This design comes from an exercise in tuning for small area, a short achievable clock period and few clock cycles on the open sky130 flow, not from production work. The RTL was checked by simulation tests, not by an equivalence proof against the original design. Power is estimated from default activity; no workload was simulated.

// autd3_cpu
module autd3_cpu (
    input  wire        clk,
    input  wire        rst,
    input  wire        frame_valid,
    input  wire        tick_valid,
    output reg         evt_ready,
    output reg  [6:0]  hdr_addr,
    input  wire [7:0]  hdr_data,
    output reg  [7:0]  bulk_addr,
    input  wire [15:0] bulk_data,
    output reg         bus_valid,
    output reg         bus_we,
    output reg  [2:0]  bus_bank,
    output reg  [13:0] bus_addr,
    output reg  [15:0] bus_wdata,
    input  wire        bus_ready,
    input  wire [15:0] bus_rdata,
    input  wire [63:0] dc_now,
    input  wire [63:0] dc_next_start,
    input  wire [63:0] dc_period,
    output reg  [15:0] tx_ack
);
For scale: ~2200 cells after synthesis, about 320 flip-flops, ~300 I/O pins, roughly 20000 um^2 of cells after synthesis.
make LEC_CHECK=0 CAP_MARGIN=20 CORE_MARGIN=2 CORE_UTILIZATION=40 PLACE_DENSITY=0.6 SETUP_SLACK_MARGIN=5 SLEW_MARGIN=20 finish   # period 9.0 ns
run.sh (not shown) runs the stock make flow with config.mk's settings and CLKGATE_MAP_FILE= SYNTH_SCRIPT=/design/flow/synth_recipe.tcl, a recipe that flattens the netlist after the stock synthesis.
The starting point finished clean.
Testbench counts at the start, summed over its fixed seeds: cycles 63,898.
==> next run, changes <==
SETUP_SLACK_MARGIN = default   (was 5)
Result:
- core utilization fell by 3.8 points
- routed wire length went down by 5.1%
- count of clock-buffer cells in the layout rose by 5
- clock power hardly moves
- clock skew is about the same
- hold slack is about the same
- synthesized area is unchanged
- fmax fell by 18%

* * *

## the previous run
autd3_cpu, a different RTL version from the one above (not shown whole).
Size: ~2,000 cells after synthesis, roughly 350 flip-flops, ~300 I/O pins.
clock: 9.0 ns
lec_check: 0
cap_margin: 20
core_margin: 2
core_utilization: 55
cts_buf_list: sky130_fd_sc_hd__clkbuf_8
cts_cluster_size: 25
place_density: 0.7
setup_slack_margin: 5
slew_margin: 20
standard.sh (not shown) runs the stock make flow with config.mk's settings and CLKGATE_MAP_FILE= SYNTH_SCRIPT=/design/flow/synth_recipe.tcl, a recipe that flattens the netlist after the stock synthesis.
==> flow/flow/run.sh <==
#!/bin/bash
# Standard layout, with the port buffers made from sky130_fd_sc_hd__buf_1
# instead of the delay cell buffer_ports picks by default, and timing repair
# aiming at a setup slack of 5.8 ns.
set -euo pipefail
bash standard.sh "BUFFER_PORTS_ARGS=-buffer_cell sky130_fd_sc_hd__buf_1" SETUP_SLACK_MARGIN=5.8 finish > standard_flow.log 2>&1
Testbench counts of the previous run, summed over its fixed seeds: cycles 64,321.
Input changes introduced in the current run (baseline for comparison: the previous run):
Settings: CTS_BUF_LIST no longer set, was sky130_fd_sc_hd__clkbuf_8; CORE_UTILIZATION now 40, was 55; CTS_CLUSTER_SIZE no longer set, was 25; PLACE_DENSITY now 0.6, was 0.7.
==> flow/flow/run.sh <==
#!/bin/bash
# Standard layout, with the port buffers made from sky130_fd_sc_hd__buf_1
# instead of the delay cell buffer_ports picks by default, and timing repair
# aiming at a setup slack of 5.6 ns.
set -euo pipefail
bash standard.sh "BUFFER_PORTS_ARGS=-buffer_cell sky130_fd_sc_hd__buf_1" SETUP_SLACK_MARGIN=5.6 finish > standard_flow.log 2>&1
--- outcome ---
- The previous run reports its library cell contributing the largest single delay on the critical path as sky130_fd_sc_hd__dfxtp_1 while the current run reports sky130_fd_sc_hd__a222oi_1.
- | setup slack of the critical path after layout | the current run vs the previous run | 0.17 ns lower |
- Diff the previous run -> the current run: net switching component of the power went up by about 5%; placer congestion estimate went down by about 2.1%; switching share of power went down 1.5 points; global-route total usage across every layer shows a reduction of 8.6 points.

* * *

Setup of run A:
autd3_cpu, a different RTL version from the one above (not shown whole).
For scale: roughly 2000 cells after synthesis, ~350 flip-flops, roughly 300 I/O pins.
Settings: LEC_CHECK=0, CAP_MARGIN=20, CORE_MARGIN=2, CORE_UTILIZATION=55, CTS_BUF_LIST=sky130_fd_sc_hd__clkbuf_8, CTS_CLUSTER_SIZE=25, PLACE_DENSITY=0.7, SETUP_SLACK_MARGIN=5, SLEW_MARGIN=20; clock period 9.0 ns.
==> flow/flow/run.sh <==
#!/bin/bash
# Standard layout, with the port buffers made from sky130_fd_sc_hd__buf_1
# instead of the delay cell buffer_ports picks by default, and timing repair
# aiming at a setup slack of 6.0 ns.
set -euo pipefail
bash standard.sh "BUFFER_PORTS_ARGS=-buffer_cell sky130_fd_sc_hd__buf_1" SETUP_SLACK_MARGIN=6.0 finish > standard_flow.log 2>&1
Testbench counts of run A, summed over its fixed seeds: cycles 64,257.
## Diff of input files: run B against run A
==> flow/flow/run.sh <==
#!/bin/bash
# Standard layout, with the port buffers made from sky130_fd_sc_hd__buf_1
# instead of the delay cell buffer_ports picks by default, and timing repair
# aiming at a setup slack of 5.8 ns.
set -euo pipefail
bash standard.sh "BUFFER_PORTS_ARGS=-buffer_cell sky130_fd_sc_hd__buf_1" SETUP_SLACK_MARGIN=5.8 finish > standard_flow.log 2>&1
## What came out
- Sort run B and run A by sequential share of layout area asc -> top: run A
- Per the comparison of run B with run A, part of the power in the clock network picked up an extra 0.2 points, total number of nets in the final design lost about 0.6%, total power draw neither gained nor lost much, instance area after placement lost about 0.47%.
- Looking at endpoint of the worst setup timing path, the hdr_addr[3] result is from run B; the c_p[0] one comes from run A.

* * *

== old ==
Another version of the RTL of autd3_cpu (not shown whole).
Size in the first run: roughly 2300 cells after synthesis, roughly 20000 µm² of cells after synthesis.
## autd3_cpu
module autd3_cpu (
    input  wire        clk,
    input  wire        rst,
    input  wire        frame_valid,
    input  wire        tick_valid,
    output reg         evt_ready,
    output reg  [6:0]  hdr_addr,
    input  wire [7:0]  hdr_data,
    output reg  [7:0]  bulk_addr,
    input  wire [15:0] bulk_data,
    output reg         bus_valid,
    output reg         bus_we,
    output reg  [2:0]  bus_bank,
    output reg  [13:0] bus_addr,
    output reg  [15:0] bus_wdata,
    input  wire        bus_ready,
    input  wire [15:0] bus_rdata,
    input  wire [63:0] dc_now,
    input  wire [63:0] dc_next_start,
    input  wire [63:0] dc_period,
    output reg  [15:0] tx_ack
);
export LEC_CHECK = 0
export CAP_MARGIN = 20
export CORE_MARGIN = 2
export CORE_UTILIZATION = 40
export PLACE_DENSITY = 0.6
export SETUP_SLACK_MARGIN = 5
export SLEW_MARGIN = 20
create_clock -name core_clock -period 9.0 [get_ports {clk}]
==> flow/flow/run.sh <==
#!/bin/bash
# Standard layout, with the port buffers made from sky130_fd_sc_hd__buf_1
# instead of the delay cell buffer_ports picks by default.
set -euo pipefail
bash standard.sh "BUFFER_PORTS_ARGS=-buffer_cell sky130_fd_sc_hd__buf_1" finish > standard_flow.log 2>&1
Testbench counts of old, summed over its fixed seeds: cycles 64,321.
Modified inputs, new compared to old
==> flow/flow/run.sh <==
#!/bin/bash
# Standard layout, with the port buffers made from sky130_fd_sc_hd__buf_1
# instead of the delay cell buffer_ports picks by default, and timing repair
# aiming at a setup slack of 6.2 ns.
set -euo pipefail
bash standard.sh "BUFFER_PORTS_ARGS=-buffer_cell sky130_fd_sc_hd__buf_1" SETUP_SLACK_MARGIN=6.2 finish > standard_flow.log 2>&1
Notes after the runs:
Reported sequential group power: new vs old, no meaningful difference
Compared with old, new shows a higher multi-input combinational cell area.
old has a lower layout overhead on the synthesized area than new.
Delta (new minus old): shortest clock period the worst path allows after layout has decreased; maximum frequency increased 19%.

separate check: timing with driven ports:
Ports are ideal in the flow. The routed layouts listed here were re-timed in OpenROAD.
Step 1: set_driving_cell puts a clkbuf_16 on clk and a buf_2 on each other input, an assumption about the parent block.
Step 2 also shifts input and output timing later by t, the mid clock arrival at the registers, as if the neighbouring blocks saw the same clock.
a / b / c = ideal ports / drivers / drivers and shift; a / b = the first two.
run | t (ns) | slack for setup (ns) | hold slack, ns | latest minus earliest clock arrival (ns)
the first run of note 1 | 0.625 | 3.484 / 3.484 / 3.377 | 0.461 / 0.461 / 0.461 | 0.033 / 0.034
the second run of note 1 | 0.616 | 2.284 / 2.284 / 2.284 | 0.460 / 0.460 / 0.460 | 0.026 / 0.026
the previous run | 0.665 | 5.779 / 5.726 / 5.184 | 0.467 / 0.467 / 0.467 | 0.024 / 0.024
the current run | 0.610 | 5.612 / 5.629 / 5.019 | 0.469 / 0.469 / 0.469 | 0.026 / 0.026
run A | 0.659 | 5.618 / 5.618 / 5.148 | 0.458 / 0.458 / 0.458 | 0.031 / 0.031
run B | 0.653 | 5.637 / 5.651 / 4.997 | 0.455 / 0.455 / 0.455 | 0.035 / 0.035
old | 0.623 | 5.051 / 5.051 / 4.540 | 0.460 / 0.460 / 0.460 | 0.026 / 0.026
new | 0.628 | 5.687 / 5.687 / 5.269 | 0.455 / 0.455 / 0.455 | 0.022 / 0.022
After both steps setup and hold are still met in every run listed. The setup slack of run B, which loses most, moves by +0.014 ns with the drivers and by -0.640 ns with both steps.
